This design comes from an exercise in tuning for small area, a short achievable clock period and few clock cycles on the open sky130 flow, not from production work.
The RTL was checked by simulation tests, not by an equivalence proof against the original design.
Power is estimated from default activity; no workload was simulated.

## standard.sh

```bash
#!/bin/bash
# synth_recipe.tcl (not shown) runs the flow's synth.tcl, then flattens the netlist and writes it again
# the make line also repeats each setting of config.mk as NAME=value (left out here)
make -C /OpenROAD-flow-scripts/flow DESIGN_CONFIG=/design/flow/config.mk WORK_HOME=/design/flow/orfs CLKGATE_MAP_FILE= SYNTH_SCRIPT=/design/flow/synth_recipe.tcl "${@:-finish}"
```

## flow/run.sh

```bash
#!/bin/bash
# Layout: the standard ORFS flow (standard.sh), with the bus pins kept
# together on the top edge (flow/io.tcl). ORFS writes each tool's output to
# its own logs (orfs/logs/...); make's output goes to make.log here.
set -euo pipefail
bash standard.sh finish IO_CONSTRAINTS="$PWD/flow/io.tcl" > make.log 2>&1
```

## design.v

```verilog
module fcodec (
    input  wire        clk,
    input  wire        rst,
    input  wire        bus_req,
    input  wire        bus_we,
    input  wire [1:0]  bus_size,    
    input  wire [11:0] bus_addr,
    input  wire [31:0] bus_wdata,
    output wire        bus_ready,
    output reg  [31:0] bus_rdata,
    output wire        bus_err
);
    localparam [2:0] OP_NOP = 3'd0, OP_ENCODE = 3'd1, OP_DECODE = 3'd2, OP_VERIFY = 3'd3;
    localparam [3:0] ERR_OK = 4'd0, ERR_NAR = 4'd1, ERR_TRUNC = 4'd2, ERR_ILL = 4'd3;
    localparam [2:0] TAG_NONE = 3'd0, TAG_V = 3'd1, TAG_I = 3'd2, TAG_P = 3'd3,
                     TAG_STR = 3'd4, TAG_UNK = 3'd5;
    function [7:0] sum4;
        input [31:0] w;
        sum4 = w[7:0] + w[15:8] + w[23:16] + w[31:24];
    endfunction
    function prn;
        input [7:0] b;
        prn = (b >= 8'h20) && (b <= 8'h7E);
    endfunction
    function [2:0] pc4;
        input [31:0] w;
        pc4 = {2'd0, prn(w[7:0])} + {2'd0, prn(w[15:8])} +
              {2'd0, prn(w[23:16])} + {2'd0, prn(w[31:24])};
    endfunction
    function [6:0] inc7;
        input [6:0] a;
        integer n;
        begin
            for (n = 0; n < 7; n = n + 1)
                inc7[n] = a[n] ^ (&(a | ~((7'd1 << n) - 7'd1)));
        end
    endfunction
    function lt7;
        input [6:0] a, b;
        integer n;
        reg     eq;
        begin
            lt7 = 1'b0;
            eq  = 1'b1;
            for (n = 6; n >= 0; n = n - 1) begin
                lt7 = lt7 | (eq & !a[n] & b[n]);
                eq  = eq & (a[n] == b[n]);
            end
        end
    endfunction
    function [31:0] below;
        input [31:0] w;
        input [1:0]  n;
        below = w & ((32'd1 << (8 * n)) - 32'd1);
    endfunction
    reg  [2:0]  ctrl_op;
    reg  [1:0]  ctrl_sel;
    reg  [3:0]  st_err;
    reg         st_ok;
    reg         st_present;
    reg  [2:0]  st_lastop;
    reg  [31:0] enc_hdr;
    reg  [8:0]  tx_len;
    reg  [8:0]  rx_len;
    reg  [7:0]  res_reg;
    reg  [7:0]  res_len;
    reg  [2:0]  res_tag;
    reg  [31:0] res_val;
    reg  [8:0]  disp_len;
    reg  [7:0]  csum_calc;
    reg  [7:0]  csum_recv;
    reg  [32*65-1:0] tx_buf;
    reg  [32*65-1:0] rx_buf;
    reg  [28*64-1:0] disp_buf;
    reg  [6:0]  qa_tx, qa_rx;   reg [5:0] qa_dp;
    reg  [6:0]  qa1_tx, qa1_rx; reg [5:0] qa1_dp;    
    reg  [31:0] q_tx,  q_rx;    reg [27:0] q_dp;
    reg         qv_tx, qv_rx,   qv_dp;
    reg  [6:0]  na_tx, na_rx;   reg [5:0] na_dp;    
    reg  [31:0] tx_rd, rx_rd;
    reg  [27:0] dp_rd;
    integer k;
    always @(*) begin
        tx_rd = 32'd0;
        rx_rd = 32'd0;
        dp_rd = 28'd0;
        for (k = 0; k < 65; k = k + 1) begin
            tx_rd = tx_rd | ({32{na_tx == k}} & tx_buf[32*k +: 32]);
            rx_rd = rx_rd | ({32{na_rx == k}} & rx_buf[32*k +: 32]);
        end
        for (k = 0; k < 64; k = k + 1)
            dp_rd = dp_rd | ({28{na_dp == k}} & disp_buf[28*k +: 28]);
    end
    wire [9:0] boff = bus_addr[9:0];
    wire [7:0] word = boff[9:2];
    wire [6:0] w7   = word[6:0];
    wire misaligned = (bus_size == 2'd3) ||
                      (bus_size == 2'd1 && bus_addr[0]) ||
                      (bus_size == 2'd2 && bus_addr[1:0] != 2'b00);
    wire in_buf  = (boff[9:8] == 2'b00) || (boff[9:2] == 8'h40);        
    wire in_regs = (bus_addr[11:6] == 6'd0) && (!bus_addr[5] || bus_addr[4:2] == 3'd0);
    wire in_tx   = (bus_addr[11:10] == 2'b01) && in_buf;
    wire in_rx   = (bus_addr[11:10] == 2'b10) && in_buf;
    wire in_disp = (bus_addr[11:10] == 2'b11) && (boff[9:8] == 2'b00);
    wire len_big = (|bus_wdata[31:9]) ||
                   (bus_wdata[8] && ((|bus_wdata[7:3]) || (bus_wdata[2] && (|bus_wdata[1:0]))));
    wire [3:0] reg_idx = bus_addr[5:2];
    reg  access_err;
    always @(*) begin
        access_err = 1'b0;
        if (misaligned)
            access_err = 1'b1;
        else if (in_regs) begin
            if (bus_size != 2'd2)
                access_err = 1'b1;
            else if (bus_we) begin
                case (reg_idx)
                    4'd0, 4'd2: access_err = 1'b0;
                    4'd4:       access_err = len_big;
                    default:    access_err = 1'b1;
                endcase
            end
        end else if (in_tx || in_rx)
            access_err = 1'b0;
        else if (in_disp)
            access_err = bus_we;
        else
            access_err = 1'b1;
    end
    wire acc  = bus_req && !access_err;
    wire full = (bus_size == 2'd2);
    reg [3:0] lane_mask;
    always @(*) begin
        case (bus_size)
            2'd0:    lane_mask = 4'b0001 << bus_addr[1:0];
            2'd1:    lane_mask = 4'b0011 << bus_addr[1:0];
            default: lane_mask = 4'b1111;
        endcase
    end
    wire [31:0] lane_data = bus_wdata << (8 * bus_addr[1:0]);
    wire [31:0] lmask = {{8{lane_mask[3]}}, {8{lane_mask[2]}}, {8{lane_mask[1]}}, {8{lane_mask[0]}}};
    wire       to_next   = lane_mask[3];
    wire hit_tx = qv_tx && (w7 == qa_tx);
    wire hit_rx = qv_rx && (w7 == qa_rx);
    wire hit_dp = qv_dp && (word[5:0] == qa_dp);
    wire [7:0] rx0 = rx_buf[7:0];
    wire [7:0] rx1 = rx_buf[15:8];
    wire [7:0] rx2 = rx_buf[23:16];
    wire [7:0] rx3 = rx_buf[31:24];
    wire [7:0] enc_n = enc_hdr[31:24];
    wire [7:0] enc_r = enc_hdr[23:16];
    wire gate_ok   = (rx_len > 9'd6) && (rx0 == 8'hF0) && (rx1 == 8'hA1);
    wire is_float  = (rx2 == 8'hC1) || (rx2 == 8'hC2);
    wire is_triple = (rx2 == 8'hC3);
    wire is_string = (rx2 == 8'hDE) || (rx2 == 8'hDF) || (rx2 == 8'hE0);
    wire fits      = ({1'b0, rx3} + 9'd4) <= rx_len;
    reg  [6:0] tx_tw, rx_tw;
    reg  [1:0] tx_tb, rx_tb;
    reg        chk_present, str_ok;
    reg  [6:0]  tq;  reg [7:0] ts1, tw1, tw0;  reg tvalid;
    reg  [6:0]  rq;  reg [7:0] rs1, rw1, rw0;  reg rvalid;
    reg  [6:0]  tqm1, tqp1, rqm1, rqp1;    
    reg  [8:0]  rc1; reg [2:0] rcw1, rcw0;
    reg         tk_tx, tk_rx, tk_mok;
    reg  [6:0]  tk_w;
    reg  [31:0] tk_m;
    reg         fb_busy, fb_rx, fb_done;
    reg         fb_first;        
    reg  [7:0]  fb_s;
    reg  [8:0]  fb_c;
    reg         cp_busy, cp_flush, cp_load;
    reg         enc_pend, dec_pend;    
    reg  [7:0]  enc_s;                 
    reg  [6:0]  cp_dw;           
    reg  [1:0]  cp_sc;           
    reg  [20:0] cp_stage;
    reg  txr_one, txr_m1, txr_0, txr_p1;      
    reg  rxr_one, rxr_m1, rxr_0, rxr_p1;
    wire tx_base_ok = txr_one || (fb_done && !fb_rx) || txr_m1 || txr_0 || txr_p1;
    wire rx_base_ok = rxr_one || (fb_done &&  fb_rx) || rxr_m1 || rxr_0 || rxr_p1;
    wire [7:0] tx_base  = txr_one ? 8'd0 : (fb_done && !fb_rx) ? fb_s :
                          txr_m1 ? ts1 : txr_0 ? ts1 + tw1 : ts1 + tw1 + tw0;
    wire [7:0] rx_base  = rxr_one ? 8'd0 : (fb_done &&  fb_rx) ? fb_s :
                          rxr_m1 ? rs1 : rxr_0 ? rs1 + rw1 : rs1 + rw1 + rw0;
    wire [8:0] rx_basec = rxr_one ? 9'd0 : (fb_done &&  fb_rx) ? fb_c :
                          rxr_m1 ? rc1 : rxr_0 ? rc1 + rcw1 : rc1 + rcw1 + rcw0;
    wire [31:0] tx_part   = below(q_tx, tx_tb);
    wire [31:0] rx_part   = below(q_rx, rx_tb);
    wire [7:0]  enc_sum   = (enc_r + enc_n + tx_base) + sum4(tx_part);
    wire [7:0]  chk_sum   = (rx2 + rx3 + rx_base) + sum4(rx_part);
    wire [7:0]  chk_recv  = q_rx[8*rx_tb +: 8];
    wire [8:0]  str_cnt   = rx_basec + {6'd0, pc4(rx_part)};
    wire        ctrl_wr  = acc && bus_we && in_regs && reg_idx == 4'd0;
    wire [2:0]  w_op     = bus_wdata[2:0];
    wire [1:0]  w_sel    = bus_wdata[5:4];
    wire        w_enc    = (w_op == OP_ENCODE);
    wire        w_chk    = (w_op == OP_VERIFY) || (w_op == OP_DECODE && w_sel != 2'd3);
    wire        w_dec    = (w_op == OP_DECODE && w_sel != 2'd3);
    reg         tx_at, rx_at;       
    wire        rx_need  = chk_present || (w_op == OP_DECODE && str_ok);
    reg         enc_go, chk_base, chk_data;
    wire        chk_go   = chk_base && (!rx_need || chk_data);
    wire        cmd_go   = w_enc ? enc_go : w_chk ? chk_go : 1'b1;
    wire        fb_tx_start = !fb_busy && !fb_done && w_enc && !tk_tx && !tx_base_ok;
    wire        fb_rx_start = !fb_busy && !fb_done && w_chk && !cp_busy && !tk_rx && rx_need && !rx_base_ok;
    wire dp_avail = !cp_busy || lt7({1'b0, qa_dp}, cp_dw);
    wire r_tx    = bus_addr[11:10] == 2'b01;
    wire r_rx    = bus_addr[11:10] == 2'b10;
    wire r_dp    = bus_addr[11:10] == 2'b11;
    wire is_ctrl = bus_we && bus_size == 2'd2 && bus_addr == 12'h000;
    wire st_tx   = bus_req && !bus_we && r_tx && !hit_tx;
    wire st_rx   = bus_req && r_rx && (cp_busy || (!bus_we && !hit_rx));
    wire st_dp   = bus_req && !bus_we && r_dp && (!hit_dp || !dp_avail);
    wire st_ctrl = bus_req && is_ctrl && !cmd_go;
    wire st_enc  = bus_req && enc_pend && (r_tx || is_ctrl || bus_addr == 12'h020);
    wire stall   = st_tx || st_rx || st_dp || st_ctrl || st_enc;
    assign bus_ready = bus_req && !stall;
    assign bus_err   = access_err;
    wire done    = acc && !stall;           
    wire cmd     = done && ctrl_wr;
    wire enc_cmp = cmd && w_enc;
    wire dec_cmp = cmd && w_dec;
    wire cp_start = dec_cmp && str_ok && str_cnt != 9'd0;
    wire tx_hw   = bus_req && bus_we && in_tx && !misaligned;
    wire rx_hw   = bus_req && bus_we && in_rx && !misaligned && !cp_busy;
    wire hdr_wr  = done && bus_we && in_regs && reg_idx == 4'd2;
    wire len_wr  = done && bus_we && in_regs && reg_idx == 4'd4;
    wire        tx_same   = tk_tx && tk_w == w7;
    wire        rx_same   = tk_rx && tk_w == w7;
    wire [31:0] tx_old    = tx_same ? tk_m : q_tx;
    wire [31:0] rx_old    = rx_same ? tk_m : q_rx;
    wire [31:0] tx_merged = (tx_old & ~lmask) | (lane_data & lmask);
    wire [31:0] rx_merged = (rx_old & ~lmask) | (lane_data & lmask);
    wire        tx_mok    = full || (tx_same ? tk_mok : hit_tx);
    wire        rx_mok    = full || (rx_same ? tk_mok : hit_rx);
    wire        tx_stale  = tx_hw && na_tx == w7;
    wire        rx_stale  = rx_hw && na_rx == w7;
    wire [7:0]  tk_ms     = sum4(tk_m);
    wire [2:0]  tk_mc     = pc4(tk_m);
    wire [6:0] tx_twm1 = {1'b0, enc_n[7:2]};                      
    wire [6:0] rx_twm1 = {1'b0, rx3[7:2]};
    wire [6:0] cp_last = (rx_tb == 2'd0) ? rx_twm1 : rx_tw;        
    reg  [3:0] cp_v;
    reg  [2:0] cp_pos [0:3];
    reg  [2:0] cp_tot;
    reg  [6:0] cp_win [0:6];
    integer i, j;
    always @(*) begin
        for (j = 0; j < 4; j = j + 1)
            cp_v[j] = prn(q_rx[8*j +: 8]) &&
                      ((qa_rx < rx_tw) || (qa_rx == rx_tw && j < rx_tb));
        cp_pos[0] = {1'b0, cp_sc};
        for (j = 1; j < 4; j = j + 1)
            cp_pos[j] = cp_pos[j-1] + {2'd0, cp_v[j-1]};
        cp_tot = cp_pos[3] + {2'd0, cp_v[3]};
        for (i = 0; i < 7; i = i + 1) begin
            cp_win[i] = (i < 3 && i < cp_sc) ? cp_stage[7*(i % 3) +: 7] : 7'd0;
            for (j = 0; j < 4; j = j + 1)
                if (cp_v[j] && cp_pos[j] == i)
                    cp_win[i] = q_rx[8*j +: 7];
        end
    end
    wire cp_step  = cp_busy && !cp_flush && !cp_load;
    wire cp_wr    = (cp_step && cp_tot[2]) || (cp_busy && cp_flush);
    wire [27:0] cp_wdata = cp_flush ? {7'd0, cp_stage} :
                           {cp_win[3], cp_win[2], cp_win[1], cp_win[0]};
    always @(*) begin
        if (fb_busy && !fb_rx)
            na_tx = fb_first ? 7'd1 : (qa_tx == tx_twm1) ? tx_tw : qa_tx + 7'd1;
        else if (bus_req && r_tx)
            na_tx = !hit_tx ? w7 : to_next ? qa1_tx : qa_tx;
        else if (bus_req && bus_we && bus_addr == 12'h008)
            na_tx = {1'b0, bus_wdata[31:26]} + 7'd1;    
        else if (bus_req && is_ctrl)
            na_tx = tx_tw;                               
        else if (enc_pend)
            na_tx = 7'd0;                                
        else
            na_tx = qa_tx;
        if (cp_busy)
            na_rx = cp_load ? 7'd1 : cp_flush ? qa_rx : (qa_rx == cp_last) ? 7'd0 : qa_rx + 7'd1;
        else if (fb_busy && fb_rx)
            na_rx = fb_first ? 7'd1 : (qa_rx == rx_twm1) ? rx_tw : qa_rx + 7'd1;
        else if (bus_req && r_rx)
            na_rx = !hit_rx ? w7 : to_next ? qa1_rx : qa_rx;
        else if (bus_req && bus_we && bus_addr == 12'h010)
            na_rx = rx_tw;                               
        else if (bus_req && is_ctrl)
            na_rx = rx_tw;                               
        else
            na_rx = qa_rx;
        if (bus_req && !bus_we && r_dp)
            na_dp = !(hit_dp && dp_avail) ? word[5:0] : to_next ? qa1_dp : qa_dp;
        else if (dec_pend)
            na_dp = 6'd0;
        else
            na_dp = qa_dp;
    end
    wire [8:0]  dp_base = {1'b0, na_dp, 2'b00};
    wire [27:0] dp_keep = {{7{(dp_base + 9'd3) < disp_len}}, {7{(dp_base + 9'd2) < disp_len}},
                           {7{(dp_base + 9'd1) < disp_len}}, {7{ dp_base         < disp_len}}};
    wire        rx0_wr  = rx_hw && w7 == 7'd0;
    wire [7:0]  n_enc_n = rst ? 8'd0 : hdr_wr ? bus_wdata[31:24] : enc_n;
    wire [8:0]  n_rxlen = rst ? 9'd0 : len_wr ? bus_wdata[8:0] : rx_len;
    wire [7:0]  n_rx0   = (rx0_wr && lane_mask[0]) ? lane_data[7:0]   : rx0;
    wire [7:0]  n_rx1   = (rx0_wr && lane_mask[1]) ? lane_data[15:8]  : rx1;
    wire [7:0]  n_rx2   = (rx0_wr && lane_mask[2]) ? lane_data[23:16] : rx2;
    wire [7:0]  n_rx3   = (rx0_wr && lane_mask[3]) ? lane_data[31:24] : rx3;
    wire [6:0]  n_tx_tw = {1'b0, n_enc_n[7:2]} + 7'd1;
    wire [6:0]  n_rx_tw = {1'b0, n_rx3[7:2]} + 7'd1;
    reg  [6:0] tq_n, tqm1_n, tqp1_n, rq_n, rqm1_n, rqp1_n;
    reg        tvalid_n, rvalid_n;
    always @(*) begin
        tq_n = tq; tqm1_n = tqm1; tqp1_n = tqp1; tvalid_n = tvalid;
        rq_n = rq; rqm1_n = rqm1; rqp1_n = rqp1; rvalid_n = rvalid;
        if (rst) begin
            tq_n = 7'd1; tqm1_n = 7'd0; tqp1_n = 7'd2; tvalid_n = 1'b0;
            rq_n = 7'd1; rqm1_n = 7'd0; rqp1_n = 7'd2; rvalid_n = 1'b0;
        end else begin
            if (tk_tx) begin
                if (tk_w == 7'd1) begin
                    tq_n = 7'd1; tqm1_n = 7'd0; tqp1_n = 7'd2; tvalid_n = tk_mok;
                end else if (tvalid) begin
                    if (tk_w == tqm1 || tk_w == tq) begin
                        if (!tk_mok) tvalid_n = 1'b0;
                    end else if (tk_w == tqp1) begin
                        if (tk_mok) begin tq_n = tk_w; tqm1_n = tq; tqp1_n = tk_w + 7'd1; end
                    end else if (tk_w < tq)
                        tvalid_n = 1'b0;
                end
            end
            if (enc_cmp && tx_tw <= tq)
                tvalid_n = 1'b0;
            if (tk_rx) begin
                if (tk_w == 7'd1) begin
                    rq_n = 7'd1; rqm1_n = 7'd0; rqp1_n = 7'd2; rvalid_n = tk_mok;
                end else if (rvalid) begin
                    if (tk_w == rqm1 || tk_w == rq) begin
                        if (!tk_mok) rvalid_n = 1'b0;
                    end else if (tk_w == rqp1) begin
                        if (tk_mok) begin rq_n = tk_w; rqm1_n = rq; rqp1_n = tk_w + 7'd1; end
                    end else if (tk_w < rq)
                        rvalid_n = 1'b0;
                end
            end
        end
    end
    wire fb_end    = fb_busy && !fb_first && (fb_rx ? (qa_rx == rx_twm1) : (qa_tx == tx_twm1));
    wire fb_go     = !fb_busy && bus_req && is_ctrl && (fb_tx_start || fb_rx_start);
    wire fb_busy_n = !rst && (fb_busy ? !fb_end : fb_go);
    wire fb_done_n = !rst && (fb_end || (fb_done && !cmd));
    wire fb_rx_n   = !rst && (fb_go ? fb_rx_start : fb_rx);
    wire cp_busy_n = !rst && (cp_busy ? !(!cp_load && (cp_flush || (qa_rx == cp_last && cp_tot[1:0] == 2'd0)))
                                      : cp_start);
    wire tk_tx_n   = !rst && tx_hw && w7 != 7'd0;
    wire tk_rx_n   = !rst && rx_hw && w7 != 7'd0;
    wire txr_one_n = n_tx_tw == 7'd1;
    wire txr_n     = tvalid_n && (n_tx_tw == tqm1_n || n_tx_tw == tq_n || n_tx_tw == tqp1_n);
    wire rxr_one_n = n_rx_tw == 7'd1;
    wire rxr_n     = rvalid_n && (n_rx_tw == rqm1_n || n_rx_tw == rq_n || n_rx_tw == rqp1_n);
    wire tx_at_n   = !rst && !enc_cmp && !enc_pend && !tx_stale && na_tx == n_tx_tw;
    wire rx_at_n   = !rst && !rx_stale && na_rx == n_rx_tw;
    always @(posedge clk) begin
        enc_go   <= !fb_busy_n && !tk_tx_n && tx_at_n &&
                    (txr_one_n || (fb_done_n && !fb_rx_n) || txr_n);
        chk_base <= !fb_busy_n && !cp_busy_n;
        chk_data <= !tk_rx_n && rx_at_n &&
                    (rxr_one_n || (fb_done_n && fb_rx_n) || rxr_n);
        tq <= tq_n; tqm1 <= tqm1_n; tqp1 <= tqp1_n; tvalid <= tvalid_n;
        rq <= rq_n; rqm1 <= rqm1_n; rqp1 <= rqp1_n; rvalid <= rvalid_n;
        txr_one <= n_tx_tw == 7'd1;
        txr_m1  <= tvalid_n && n_tx_tw == tqm1_n;
        txr_0   <= tvalid_n && n_tx_tw == tq_n;
        txr_p1  <= tvalid_n && n_tx_tw == tqp1_n;
        rxr_one <= n_rx_tw == 7'd1;
        rxr_m1  <= rvalid_n && n_rx_tw == rqm1_n;
        rxr_0   <= rvalid_n && n_rx_tw == rq_n;
        rxr_p1  <= rvalid_n && n_rx_tw == rqp1_n;
        tx_at <= tx_at_n;
        rx_at <= rx_at_n;
        tx_tw <= n_tx_tw;
        tx_tb <= n_enc_n[1:0];
        rx_tw <= n_rx_tw;
        rx_tb <= n_rx3[1:0];
        chk_present <= (n_rxlen >= 9'd4) && (n_rxlen >= 9'd5 + {1'b0, n_rx3});
        str_ok      <= (n_rxlen > 9'd6) && (n_rx0 == 8'hF0) && (n_rx1 == 8'hA1) &&
                       ((n_rx2 == 8'hDE) || (n_rx2 == 8'hDF) || (n_rx2 == 8'hE0)) &&
                       (({1'b0, n_rx3} + 9'd4) <= n_rxlen);
    end
    always @(posedge clk) begin
        qa_tx <= na_tx;
        qa_rx <= na_rx;
        qa_dp <= na_dp;
        qa1_tx <= inc7(na_tx);
        qa1_rx <= inc7(na_rx);
        qa1_dp <= na_dp + 6'd1;
        q_tx  <= tx_rd;
        q_rx  <= rx_rd;
        q_dp  <= ((cp_wr && cp_dw[5:0] == na_dp) ? cp_wdata : dp_rd) & dp_keep;
        tk_w  <= w7;
        tk_mok <= in_tx ? tx_mok : rx_mok;
        tk_m  <= in_tx ? tx_merged : rx_merged;
        if (rst) begin
            ctrl_op    <= 3'd0;
            ctrl_sel   <= 2'd0;
            st_err     <= 4'd0;
            st_ok      <= 1'b0;
            st_present <= 1'b0;
            st_lastop  <= 3'd0;
            enc_hdr    <= 32'd0;
            tx_len     <= 9'd0;
            rx_len     <= 9'd0;
            res_reg    <= 8'd0;
            res_len    <= 8'd0;
            res_tag    <= TAG_NONE;
            res_val    <= 32'd0;
            disp_len   <= 9'd0;
            csum_calc  <= 8'd0;
            csum_recv  <= 8'd0;
            qv_tx <= 1'b0; qv_rx <= 1'b0; qv_dp <= 1'b0;
            ts1 <= 8'd0; tw1 <= 8'd0; tw0 <= 8'd0;
            rs1 <= 8'd0; rw1 <= 8'd0; rw0 <= 8'd0;
            rc1 <= 9'd0; rcw1 <= 3'd0; rcw0 <= 3'd0;
            tk_tx <= 1'b0; tk_rx <= 1'b0;
            fb_busy <= 1'b0; fb_first <= 1'b0; fb_rx <= 1'b0; fb_done <= 1'b0; fb_s <= 8'd0; fb_c <= 9'd0;
            enc_pend <= 1'b0; dec_pend <= 1'b0; cp_load <= 1'b0;
            cp_busy <= 1'b0; cp_flush <= 1'b0; cp_dw <= 7'd0; cp_sc <= 2'd0; cp_stage <= 21'd0;
        end else begin
            qv_tx <= !enc_cmp && !enc_pend && !tx_stale;
            qv_rx <= !rx_stale;
            qv_dp <= !dec_cmp;
            enc_pend <= enc_cmp;
            if (enc_pend)
                csum_calc <= enc_s;
            dec_pend <= dec_cmp;
            if (hdr_wr)
                enc_hdr <= bus_wdata;
            if (len_wr)
                rx_len <= bus_wdata[8:0];
            if (cmd) begin
                ctrl_op   <= w_op;
                ctrl_sel  <= w_sel;
                st_lastop <= w_op;
                fb_done   <= 1'b0;
                case (w_op)
                OP_NOP: begin
                    st_err <= ERR_OK; st_ok <= 1'b0; st_present <= 1'b0;
                end
                OP_ENCODE: begin
                    tx_len     <= {1'b0, enc_n} + 9'd5;
                    enc_s      <= enc_sum;
                    csum_recv  <= 8'd0;
                    st_err     <= ERR_OK;
                    st_ok      <= 1'b0;
                    st_present <= 1'b0;
                end
                OP_DECODE, OP_VERIFY: begin
                    if (!w_chk) begin
                        st_err <= ERR_ILL; st_ok <= 1'b0; st_present <= 1'b0;
                    end else begin
                        if (chk_present) begin
                            csum_calc  <= chk_sum;
                            csum_recv  <= chk_recv;
                            st_ok      <= (chk_sum == chk_recv);
                            st_present <= 1'b1;
                        end else begin
                            csum_calc  <= 8'd0;
                            csum_recv  <= 8'd0;
                            st_ok      <= 1'b0;
                            st_present <= 1'b0;
                        end
                        st_err <= ERR_OK;
                        if (w_op == OP_DECODE) begin
                            res_reg  <= 8'd0;
                            res_len  <= 8'd0;
                            res_tag  <= TAG_NONE;
                            res_val  <= 32'd0;
                            disp_len <= 9'd0;
                            if (!gate_ok) begin
                                st_err <= ERR_NAR;
                            end else begin
                                res_reg <= rx2;
                                res_len <= rx3;
                                if (is_float) begin
                                    if (!fits || rx3 < 8'd4)
                                        st_err <= ERR_TRUNC;
                                    else begin
                                        res_val <= rx_buf[63:32];
                                        res_tag <= (rx2 == 8'hC1) ? TAG_V : TAG_I;
                                    end
                                end else if (is_triple) begin
                                    if (!fits || rx3 < 8'd12)
                                        st_err <= ERR_TRUNC;
                                    else begin
                                        case (w_sel)
                                            2'd0:    res_val <= rx_buf[63:32];
                                            2'd1:    res_val <= rx_buf[95:64];
                                            default: res_val <= rx_buf[127:96];
                                        endcase
                                        res_tag <= TAG_V + {1'b0, w_sel};
                                    end
                                end else if (is_string) begin
                                    if (!fits)
                                        st_err <= ERR_TRUNC;
                                    else begin
                                        res_tag  <= TAG_STR;
                                        disp_len <= str_cnt;
                                    end
                                end else begin
                                    res_tag <= TAG_UNK;
                                end
                            end
                        end
                    end
                end
                default: begin
                    st_err <= ERR_ILL; st_ok <= 1'b0; st_present <= 1'b0;
                end
                endcase
            end
            tk_tx <= tx_hw && w7 != 7'd0;
            tk_rx <= rx_hw && w7 != 7'd0;
            if (tk_tx) begin
                if (tk_w == 7'd1) begin
                    ts1 <= 8'd0; tw1 <= 8'd0; tw0 <= tk_ms;
                end else if (tvalid && tk_mok) begin
                    if (tk_w == tqm1)
                        tw1 <= tk_ms;
                    else if (tk_w == tq)
                        tw0 <= tk_ms;
                    else if (tk_w == tqp1) begin
                        ts1 <= ts1 + tw1; tw1 <= tw0; tw0 <= tk_ms;
                    end
                end
            end
            if (tk_rx) begin
                if (tk_w == 7'd1) begin
                    rs1 <= 8'd0; rw1 <= 8'd0; rw0 <= tk_ms;
                    rc1 <= 9'd0; rcw1 <= 3'd0; rcw0 <= tk_mc;
                end else if (rvalid && tk_mok) begin
                    if (tk_w == rqm1) begin
                        rw1 <= tk_ms; rcw1 <= tk_mc;
                    end else if (tk_w == rq) begin
                        rw0 <= tk_ms; rcw0 <= tk_mc;
                    end else if (tk_w == rqp1) begin
                        rs1 <= rs1 + rw1; rw1 <= rw0; rw0 <= tk_ms;
                        rc1 <= rc1 + {6'd0, rcw1}; rcw1 <= rcw0; rcw0 <= tk_mc;
                    end
                end
            end
            if (fb_busy) begin
                fb_first <= 1'b0;
                if (!fb_first) begin
                    fb_s <= fb_s + sum4(fb_rx ? q_rx : q_tx);
                    fb_c <= fb_c + {6'd0, pc4(q_rx)};
                end
                if (fb_end) begin
                    fb_busy <= 1'b0;
                    fb_done <= 1'b1;
                end
            end else if (fb_go) begin
                fb_busy <= 1'b1; fb_first <= 1'b1; fb_rx <= fb_rx_start; fb_s <= 8'd0; fb_c <= 9'd0;
            end
            if (cp_busy) begin
                if (cp_wr)
                    cp_dw <= cp_dw + 7'd1;
                if (cp_load)
                    cp_load <= 1'b0;
                else if (cp_flush) begin
                    cp_flush <= 1'b0;
                    cp_busy  <= 1'b0;
                end else begin
                    cp_sc    <= cp_tot[1:0];
                    cp_stage <= cp_tot[2] ? {cp_win[6], cp_win[5], cp_win[4]}
                                          : {cp_win[2], cp_win[1], cp_win[0]};
                    if (qa_rx == cp_last) begin
                        if (cp_tot[1:0] != 2'd0)
                            cp_flush <= 1'b1;
                        else
                            cp_busy <= 1'b0;
                    end
                end
            end else if (cp_start) begin
                cp_busy  <= 1'b1;
                cp_load  <= 1'b1;
                cp_flush <= 1'b0;
                cp_dw    <= 7'd0;
                cp_sc    <= 2'd0;
            end
        end
    end
    wire [31:0] tx_ldata = enc_pend ? {4{enc_s}} : lane_data;
    genvar g, b;
    generate
        for (g = 0; g < 65; g = g + 1) begin : g_tx
            for (b = 0; b < 4; b = b + 1) begin : g_b
                wire host_we = tx_hw && w7 == g && lane_mask[b];
                if (g == 0) begin : g_hdr
                    always @(posedge clk)
                        if (host_we || enc_cmp)
                            tx_buf[32*g + 8*b +: 8] <= enc_cmp ? enc_hdr[8*b +: 8] : lane_data[8*b +: 8];
                end else begin : g_pl
                    wire enc_we = enc_pend && tx_tw == g && tx_tb == b;
                    always @(posedge clk)
                        if (host_we || enc_we)
                            tx_buf[32*g + 8*b +: 8] <= tx_ldata[8*b +: 8];
                end
            end
        end
        for (g = 0; g < 65; g = g + 1) begin : g_rx
            for (b = 0; b < 4; b = b + 1) begin : g_b
                wire host_we = rx_hw && w7 == g && lane_mask[b];
                always @(posedge clk)
                    if (host_we)
                        rx_buf[32*g + 8*b +: 8] <= lane_data[8*b +: 8];
            end
        end
        for (g = 0; g < 64; g = g + 1) begin : g_disp
            always @(posedge clk)
                if (cp_wr && cp_dw[5:0] == g)
                    disp_buf[28*g +: 28] <= cp_wdata;
        end
    endgenerate
    function [31:0] reg_val;
        input integer n;
        case (n)
            0:       reg_val = {26'd0, ctrl_sel, 1'b0, ctrl_op};
            1:       reg_val = {21'd0, st_lastop, 2'b00, st_present, st_ok, st_err};
            2:       reg_val = enc_hdr;
            3:       reg_val = {23'd0, tx_len};
            4:       reg_val = {23'd0, rx_len};
            5:       reg_val = {13'd0, res_tag, res_len, res_reg};
            6:       reg_val = res_val;
            7:       reg_val = {23'd0, disp_len};
            default: reg_val = {16'd0, csum_recv, csum_calc};
        endcase
    endfunction
    wire [31:0] dp_word = {1'b0, q_dp[27:21], 1'b0, q_dp[20:14], 1'b0, q_dp[13:7], 1'b0, q_dp[6:0]};
    wire rg = bus_addr[11:10] == 2'b00;
    wire [3:0] lsel = 4'b0001 << bus_addr[1:0];
    reg  [31:0] rd_reg, rd_buf;
    always @(*) begin
        rd_reg = 32'd0;
        for (k = 0; k < 9; k = k + 1)
            if (rg && (k == 8 ? bus_addr[5] : bus_addr[5:2] == k))
                rd_reg = rd_reg | reg_val(k);
        rd_buf = 32'd0;
        for (k = 0; k < 4; k = k + 1) begin
            if (lsel[k]) begin
                if (r_tx) rd_buf[7:0] = rd_buf[7:0] | q_tx[8*k +: 8];
                if (r_rx) rd_buf[7:0] = rd_buf[7:0] | q_rx[8*k +: 8];
                if (r_dp) rd_buf[7:0] = rd_buf[7:0] | dp_word[8*k +: 8];
            end
        end
        if (bus_size != 2'd0) begin
            if (r_tx) rd_buf[15:8] = bus_addr[1] ? q_tx[31:24] : q_tx[15:8];
            if (r_rx) rd_buf[15:8] = bus_addr[1] ? q_rx[31:24] : q_rx[15:8];
            if (r_dp) rd_buf[15:8] = bus_addr[1] ? dp_word[31:24] : dp_word[15:8];
        end
        if (bus_size == 2'd2) begin
            if (r_tx) rd_buf[31:16] = q_tx[31:16];
            if (r_rx) rd_buf[31:16] = q_rx[31:16];
            if (r_dp) rd_buf[31:16] = dp_word[31:16];
        end
        bus_rdata = rd_reg | rd_buf;
    end
endmodule
```

## config.mk

```make
export PLATFORM = sky130hd
export DESIGN_NAME = fcodec
export DESIGN_NICKNAME = fcodec
export VERILOG_FILES = /design/flow/design.v
export SDC_FILE = /design/flow/constraint.sdc
export NUM_CORES = 8
export LEC_CHECK = 0
export CAP_MARGIN = 30
export CORE_MARGIN = 2
export CORE_UTILIZATION = 40
export CTS_CLUSTER_DIAMETER = 100
export CTS_CLUSTER_SIZE = 20
export PLACE_DENSITY = 0.5
export SETUP_SLACK_MARGIN = 5
export SLEW_MARGIN = 30
```

## flow/io.tcl

```tcl
# Keep the bus pins together in the middle of the top edge, so that the
# read-data and handshake logic between them stays compact.
set die [ord::get_db_block]
set w [expr {[[$die getDieArea] dx] / [$die getDbUnitsPerMicron]}]
set lo [expr {int($w * 0.35)}]
set hi [expr {int($w * 0.65)}]
set_io_pin_constraint -region top:$lo-$hi -pin_names {bus_req bus_we bus_size[0] bus_size[1] bus_addr[0] bus_addr[1] bus_addr[2] bus_addr[3] bus_addr[4] bus_addr[5] bus_addr[6] bus_addr[7] bus_addr[8] bus_addr[9] bus_addr[10] bus_addr[11] bus_rdata[0] bus_rdata[1] bus_rdata[2] bus_rdata[3] bus_rdata[4] bus_rdata[5] bus_rdata[6] bus_rdata[7] bus_rdata[8] bus_rdata[9] bus_rdata[10] bus_rdata[11] bus_rdata[12] bus_rdata[13] bus_rdata[14] bus_rdata[15] bus_rdata[16] bus_rdata[17] bus_rdata[18] bus_rdata[19] bus_rdata[20] bus_rdata[21] bus_rdata[22] bus_rdata[23] bus_rdata[24] bus_rdata[25] bus_rdata[26] bus_rdata[27] bus_rdata[28] bus_rdata[29] bus_rdata[30] bus_rdata[31] bus_ready bus_err bus_wdata[0] bus_wdata[1] bus_wdata[2] bus_wdata[3] bus_wdata[4] bus_wdata[5] bus_wdata[6] bus_wdata[7] bus_wdata[8] bus_wdata[9] bus_wdata[10] bus_wdata[11] bus_wdata[12] bus_wdata[13] bus_wdata[14] bus_wdata[15] bus_wdata[16] bus_wdata[17] bus_wdata[18] bus_wdata[19] bus_wdata[20] bus_wdata[21] bus_wdata[22] bus_wdata[23] bus_wdata[24] bus_wdata[25] bus_wdata[26] bus_wdata[27] bus_wdata[28] bus_wdata[29] bus_wdata[30] bus_wdata[31]}
```

## constraint.sdc

```tcl
create_clock -name core_clock -period 12.0 [get_ports {clk}]
set_input_delay 2.4000 -clock core_clock [delete_from_list [all_inputs] [get_ports {clk}]]
set_output_delay 2.4000 -clock core_clock [all_outputs]
set_load 0.01 [all_outputs]
```

==> flow_summary.json, run 1 <==
{
  "status": "complete, no violations",
  "grt.total_usage": 0.399,
  "cts_tree": "done",
  "fp.dieH_um": 803,
  "dp_hpwl_um": 875000,
  "path_common_cell": "buf_12",
  "fill_cells": 55800,
  "cp_top_family": "simple AND/OR/NAND/NOR gates",
  "synth_flop_cell": "edfxtp_1",
  "tightest_slew_ns": 1.22,
  "wl_per_cell_um": 50.3,
  "drc": 0,
  "largest_register_ffs": 2080,
  "end_kind": "output pin",
  "clockBufferDepth": 4,
  "yosys_warnings": 3,
  "drtIter0Drc": 37300,
  "synth-seq-cells": 6464,
  "drt-total-wl_um": 1330000,
  "drive_above_1_share": 0.169,
  "die_area_mm2": 0.645,
  "fin_crit_sh": 0.616,
  "cellLeakagePower_uw": 0.0936,
  "antenna_found_initial": 104,
  "first_global_vias": 167000,
  "slowest_delay_ns": 0.96,
  "initial_core_util": 0.402,
  "grt_max_degree": 74,
  "core-area_mm2": 0.636,
  "arrival_ns": 4.99,
  "clock_latency_ns": 1.14,
  "critPathBufInv": 5,
  "min_period_ns": 7.39,
  "cts_root_buffer": "clkbuf_16",
  "maxSlewHeadroom": 0.187,
  "timing.fmax_mhz": 135,
  "cp_max_fo": 5,
  "synth_area_per_cell_um2": 15.1,
  "syn-instance-count": 16900,
  "synth_top_area_cell": "edfxtp_1",
  "holdWs_ns": 0.471,
  "hold_viol": 0,
  "worst-setup-path-type": "in2out",
  "cp_cell_sequence": "buf_16, buf_12, or2_4, buf_12, buf_12, nor2_4, a222oi_1, nand4_1, or3_4, buf_6",
  "reg.largest.list": "tx_buf (2080), rx_buf (2079), disp_buf (1792)",
  "ys_top_cells_by_count": "5960 x edfxtp_1, 1719 x a22oi_1, 969 x nand2_1, 893 x nor2_1, 877 x clkbuf_1",
  "grt-ovfl-total": 0,
  "cp.required_ns": 9.60,
  "async_flop_share": 0,
  "vias": 186000,
  "place.gp.congestion": 1.00,
  "hold_class": "reg2reg",
  "crit_slowest_cell": "a222oi_1",
  "drv_cap": 0,
  "netlist.area_leader.share": 0.700,
  "vias_per_cell": 7.03,
  "grt_pass1_wl_um": 1700000,
  "antenna_left": 0,
  "cts_buffers": 370,
  "tns_ns": 0,
  "rsz0062_at_grt": "true",
  "final_net_count": 18100,
  "cp-start-kind": "primary input",
  "syn_area_mm2": 0.256,
  "maxSlewViolCount": 0,
  "drt-pass1-iter-count": 9,
  "finClkSkew_ns": 0.137,
  "synth_most_common_cell": "edfxtp_1",
  "fp.dieW_um": 803,
  "setup_viol": 0,
  "cts_sinks": 6464,
  "vdd.ir_drop.worst_mv": 0.216,
  "top_register": "tx_buf",
  "port_buffers": 83,
  "synth_edf_count": 5960,
  "postCtsHoldBufs": 0,
  "syn_to_final_growth_pct": 14.8,
  "synth_seq_area_share": 0.740,
  "clkTransAtPathRegs_ns": 0.09,
  "num_rows": 293,
  "io_pins": 84,
  "ys_types": 110,
  "p_per_area_mw_per_mm2": 161,
  "synth.top_cells.by_area": "edfxtp_1 70%, a22oi_1 5.1%, dfxtp_1 3.9%, a22o_1 1.9%, a221oi_1 1.9%",
  "h-tree-depth": 5
}
==> through the flow <==
stage                     worst slack (ns)  utilization  std cells  area (µm²)  total power [µW]
after floorplan                       5.00            -      16900      256000             28800
after global placement                1.59        0.432      25400      275000             33100
after detailed placement              1.92        0.434      25400      276000             33100
after CTS                             4.58        0.458      26300      291000             46700
after global routing                  4.78        0.461      26400      293000             47800
final                                 4.61        0.461      26500      293000             47300
==> cell families (layout without fill, tap and decap cells) <==
logic type | Yosys count | after routing | share of synthesized area
compound gates | 4789 | 4789 | 0.138
xor+xnor | 307 | 307 | 0.0105
fa+ha+maj | 294 | 294 | 0.0177
buf+inv | 1359 | 2482 | 0.0204
flops | 6464 | 6464 | 0.740
mux | 209 | 209 | 0.00897
other cells | 1 | 64 | 0.0000147
simple gates | 3455 | 3462 | 0.0642
==> cell usage in the layout (no fill, tap or decap), types with 85 or more instances in the layout <==
cell type  count
a21oi_1      500
a221oi_1     519
a222oi_1     150
a22o_1       555
a22oi_1     1701
buf_12        85
buf_4       1252
clkbuf_1     233
clkbuf_16    381
dfxtp_1      489
edfxtp_1    5960
fa_1         110
ha_1         167
inv_1        251
mux2i_1      115
nand2_1      932
nand3_1      407
nand4_1      346
nor2_1       582
nor2_2       128
nor2_4       189
nor3_1       167
o21ai_0      338
o22ai_1      214
o22ai_2       88
xnor2_1      211
xor2_1        85
==> power by group <==
| group | switching, µW | total [µW] | internal (µW) |
|---|---|---|---|
| logic | 5870 | 7610 | 1740 |
| clock network | 7900 | 13900 | 6030 |
| registers | 383 | 25800 | 25400 |
| total | 14200 | 47300 | 33200 |
==> layer usage <==
| layer | vias up | track usage | wire, µm |
|---|---|---|---|
| li1 | 69800 | - | - |
| met1 | 96200 | 0.503 | 464000 |
| met2 | 16300 | 0.584 | 566000 |
| met3 | 3837 | 0.118 | 174000 |
| met4 | 82 | 0.292 | 126000 |
| met5 | - | 0.00103 | 557 |
==> worst min-delay path: cells and delay by family (launching register included) <==
family | cells | cell delay, ns
and+or+nand+nor | 1 | 0.05
AOI/OAI and AO/OA | 1 | 0.05
DFF | 1 | 0.33
==> what timing repair did <==
| action | CTS | global route |
|---|---|---|
| setup buffers | 217 | 69 |
| cloned | 16 | 3 |
| pin swaps | 111 | 71 |
| gates resized for setup | 466 | 148 |
| endpoints found under the setup margin | 1890 | 348 |
| endpoints found under the hold margin | 0 | 0 |
==> path summary, 6_finish.rpt <==
kind                      from           end  slack (ns)  depth (start not counted)
setup / recovery  bus_addr[11]  bus_rdata[4]        4.61                         10
hold / removal    csum_recv[0]  csum_recv[0]        0.47                          2
setup reg to reg        rs1[0]         st_ok        5.11                         25
hold reg to reg   csum_recv[0]  csum_recv[0]        0.47                          2
==> layout make-up <==
| cell class | instances | area (µm²) | share of cell area |
|---|---|---|---|
| clock buffers | 615 | 10400 | 0.0354 |
| flip-flops and latches | 6464 | 189000 | 0.644 |
| multi-input cells | 9063 | 67800 | 0.231 |
| clock inverters | 38 | 704 | 0.00240 |
| inverters | 303 | 1200 | 0.00409 |
| well taps | 8407 | 10500 | 0.0359 |
| diodes | 62 | 155 | 0.000529 |
| repair buffers | 1526 | 13600 | 0.0463 |
Testbench counts, summed over its fixed seeds: cycles 138,024.
==> run 2, diff against run 1 <==
==> flow/run.sh (replaced) <==
#!/bin/bash
# Layout: the standard ORFS flow (standard.sh) with two changes: the bus
# pins are kept together on the top edge (flow/io.tcl), and timing-driven
# global placement weights the most critical nets more strongly. ORFS writes
# each tool's output to its own logs (orfs/logs/...); make's output goes to
# make.log here.
set -euo pipefail
bash standard.sh finish \
  IO_CONSTRAINTS="$PWD/flow/io.tcl" \
  "GLOBAL_PLACEMENT_ARGS=-timing_driven_net_weight_max 5 -timing_driven_nets_percentage 5" \
  > make.log 2>&1
==> run 2 against run 1 <==
  * Routed wire length fell by 0.38%
  * Via count barely moved
  * Clock skew fell by 0.020 ns
  * Register-to-register slack got worse by 0.03 ns
  * Hold slack got worse by 0.012 ns
  * Clock power barely moved
  * Die area did not move
  * Global-route usage fell by 0.12 points
  * Critical path type unchanged
  * Critical endpoint is now bus_rdata[5]
  * Design area rose by 0.29%
  * Sequential power barely moved
  * Flip-flop and latch count did not move
  * Highest routed layer unchanged
==> flow_summary.json, run 2 <==
{
  "cts_sinks": 6464,
  "vdd.ir_drop.worst_mv": 0.211,
  "clkTransAtPathRegs_ns": 0.09,
  "grt.total_usage": 0.397,
  "grt_pass1_wl_um": 1700000,
  "ys_top_cells_by_count": "5960 x edfxtp_1, 1719 x a22oi_1, 969 x nand2_1, 893 x nor2_1, 877 x clkbuf_1",
  "vias": 186000,
  "die_area_mm2": 0.645,
  "critPathBufInv": 3,
  "holdWs_ns": 0.459,
  "drc": 0,
  "antenna_left": 0,
  "end_kind": "output pin",
  "dp_hpwl_um": 871000,
  "p_per_area_mw_per_mm2": 161,
  "status": "complete, no violations",
  "clock_latency_ns": 1.13,
  "clockBufferDepth": 4,
  "worst-setup-path-type": "in2out",
  "postCtsHoldBufs": 0,
  "p_total_uw": 47400,
  "vias_per_cell": 7.01,
  "maxSlewHeadroom": 0.209,
  "tightest_slew_ns": 1.17,
  "rr_startpoint": "rx_buf[27]",
  "final_cell_mix": "5960 x edfxtp_1, 1698 x a22oi_1, 1293 x buf_4",
  "synth_top_area_cell": "edfxtp_1",
  "synth_seq_area_share": 0.740,
  "yosys_warnings": 3,
  "synth_area_per_cell_um2": 15.1,
  "synth-seq-cells": 6464,
  "hold_viol": 0,
  "cp_top_family": "compound AO/OA/AOI/OAI gates",
  "startpoint": "bus_addr[10]",
  "stdcell_area_mm2": 0.294,
  "netlist.area_leader.share": 0.700,
  "syn-instance-count": 16900,
  "maxSlewViolCount": 0,
  "port_buffers": 83,
  "initial_core_util": 0.402,
  "path_common_cell": "buf_16",
  "synth_edf_count": 5960,
  "drv_cap": 0,
  "timing.fmax_mhz": 136,
  "finClkSkew_ns": 0.117,
  "antenna_found_initial": 117,
  "cts_tree": "done",
  "final_common_cell": "edfxtp_1",
  "grt_max_degree": 95,
  "cts_root_buffer": "clkbuf_16",
  "syn_to_final_growth_pct": 15.1,
  "fp.dieW_um": 803,
  "syn_area_mm2": 0.256,
  "drive_above_1_share": 0.177,
  "wl_per_cell_um": 49.9,
  "synth_most_common_cell": "edfxtp_1",
  "h-tree-depth": 5,
  "synth_flop_cell": "edfxtp_1",
  "fill_cells": 55900,
  "place.gp.congestion": 1.01,
  "io_pins": 84,
  "cp.required_ns": 9.60,
  "cp.depth": 8,
  "cts_buffers": 373,
  "core-area_mm2": 0.636,
  "setup_viol": 0,
  "arrival_ns": 4.98,
  "slowest_delay_ns": 0.77,
  "cp-start-kind": "primary input",
  "final_net_count": 18100,
  "regArea_mm2": 0.189,
  "drt-total-wl_um": 1330000,
  "fin_crit_sh": 0.615,
  "async_flop_share": 0,
  "dpl-instance-area_mm2": 0.277,
  "drt-pass1-iter-count": 10,
  "hold_class": "reg2reg",
  "grt-ovfl-total": 0,
  "min_period_ns": 7.38,
  "crit_slowest_cell": "a222oi_1",
  "largest_register_ffs": 2080,
  "rsz0062_at_grt": "true",
  "endpoint": "bus_rdata[5]",
  "ys_types": 110,
  "num_rows": 293,
  "worst-r2r-setup-slack_ns": 5.08,
  "fin_util": 0.462,
  "cellLeakagePower_uw": 0.0939,
  "multiInputGateArea_mm2": 0.0683,
  "top_register": "tx_buf",
  "cp_max_fo": 6,
  "reg.largest.list": "tx_buf (2080), rx_buf (2079), disp_buf (1792)",
  "fp.dieH_um": 803,
  "cp_cell_sequence": "buf_16, buf_16, mux2_2, a22o_1, a222oi_1, nand4_1, or3_4, buf_6",
  "tns_ns": 0,
  "rr_endpoint": "q_rx[6]",
  "first_global_vias": 167000,
  "drtIter0Drc": 38200,
  "synth.top_cells.by_area": "edfxtp_1 70%, a22oi_1 5.1%, dfxtp_1 3.9%, a22o_1 1.9%, a221oi_1 1.9%",
  "r2r_cells": 19
}
-- run 2: cell counts after synthesis --
Identical to the previous run, type by type.
-- run 2: power breakdown --
| part | switching (µW) | leakage, µW | internal [µW] |
|---|---|---|---|
| clock network | 7940 | 0.00523 | 6000 |
| registers | 306 | 0.0599 | 25400 |
| logic | 5990 | 0.0288 | 1780 |
-- run 2: what timing repair did --
item	4_1_cts	5_1_grt
endpoints found under the setup margin	1928	133
resized for setup	602	162
setup buffers	241	76
hold endpoints to repair	0	0
cloned	12	4
pin swaps	147	82
-- run 2: how the worst min path moves through the flow --
stage | start | endpoint | slack, ns | cells past startpoint
5_1_grt | csum_recv[3] | csum_recv[3] | 0.48 | 2
2_1_floorplan | res_tag[2] | res_tag[2] | 0.43 | 2
6_report | csum_recv[4] | csum_recv[4] | 0.46 | 2
3_5_place_dp | csum_recv[4] | csum_recv[4] | 0.45 | 2
3_3_place_gp | csum_recv[3] | csum_recv[3] | 0.44 | 2
4_1_cts | csum_recv[4] | csum_recv[4] | 0.46 | 2
-- run 2: cells by family after synthesis --
family,Yosys count,share of synthesized area
flip-flops,6464,0.740
AO/OA/AOI/OAI,4789,0.138
AND/OR/NAND/NOR,3455,0.0642
buffers and inverters,1359,0.0204
XOR/XNOR,307,0.0105
adder cells (fa/ha/maj),294,0.0177
multiplexers,209,0.00897
other,1,0.0000147
-- run 2: metal layers --
| metal | global-route usage | wire [µm] |
|---|---|---|
| met4 | 0.288 | 123000 |
| met1 | 0.507 | 468000 |
| met2 | 0.583 | 566000 |
| met3 | 0.111 | 168000 |
| met5 | 0 | 264 |
-- run 2: area by class of cell --
| class | instances | share of cell area |
|---|---|---|
| Clock buffer | 598 | 0.0349 |
| Tap cell | 8407 | 0.0358 |
| Sequential cell | 6464 | 0.643 |
| Clock inverter | 46 | 0.00244 |
| Multi-Input combinational cell | 9063 | 0.232 |
| Antenna cell | 92 | 0.000782 |
| Timing Repair Buffer | 1576 | 0.0470 |
| Inverter | 303 | 0.00424 |
-- run 2: worst reg2reg max path: cells and delay by family (launching register included) --
| kind | cells | cell delay [ns] |
|---|---|---|
| xor gates and xnor gates | 1 | 0.22 |
| and+or+nand+nor | 6 | 2.45 |
| DFF | 1 | 0.93 |
| muxes | 1 | 0.33 |
| adders and majority gates | 1 | 0.31 |
| AOI/OAI and AO/OA | 4 | 1.60 |
| buffers and inverters | 6 | 0.95 |
-- run 2: per-stage QoR --
step,setup slack (ns),cells
floorplan,5.00,16900
global placement,1.28,25400
detailed placement,1.95,25500
CTS,4.70,26400
global route,4.75,26500
finish,4.62,26500

## re-timing with driven ports
In the flow no input, the clock included, has a driving cell. The finished layouts below were timed again as built, in two steps. Step 1: set_driving_cell puts a clkbuf_16 on clk and a buf_2 on each other input, an assumption about the parent block. Step 2 times the ports against the registers' clock, not the clock port: input delays grow and output delays shrink by t, the midpoint of the rising clock arrivals with the driver on. Slacks: no drivers / after step 1 / after step 2; pairs: no drivers / after step 1.
| run | t, ns | setup WS [ns] | worst setup path at the end | worst register clock-pin slew, ns |
|---|---|---|---|---|
| run 1 | 1.216 | 4.605 / 4.329 / 3.574 | input to register | 0.10 / 0.10 |
| run 2 | 1.217 | 4.622 / 4.418 / 3.635 | input to register | 0.10 / 0.10 |
After both steps every run listed still meets setup and hold. The setup slack of run 1, which loses most, moves by -0.276 ns with the drivers and by -1.031 ns with both steps.
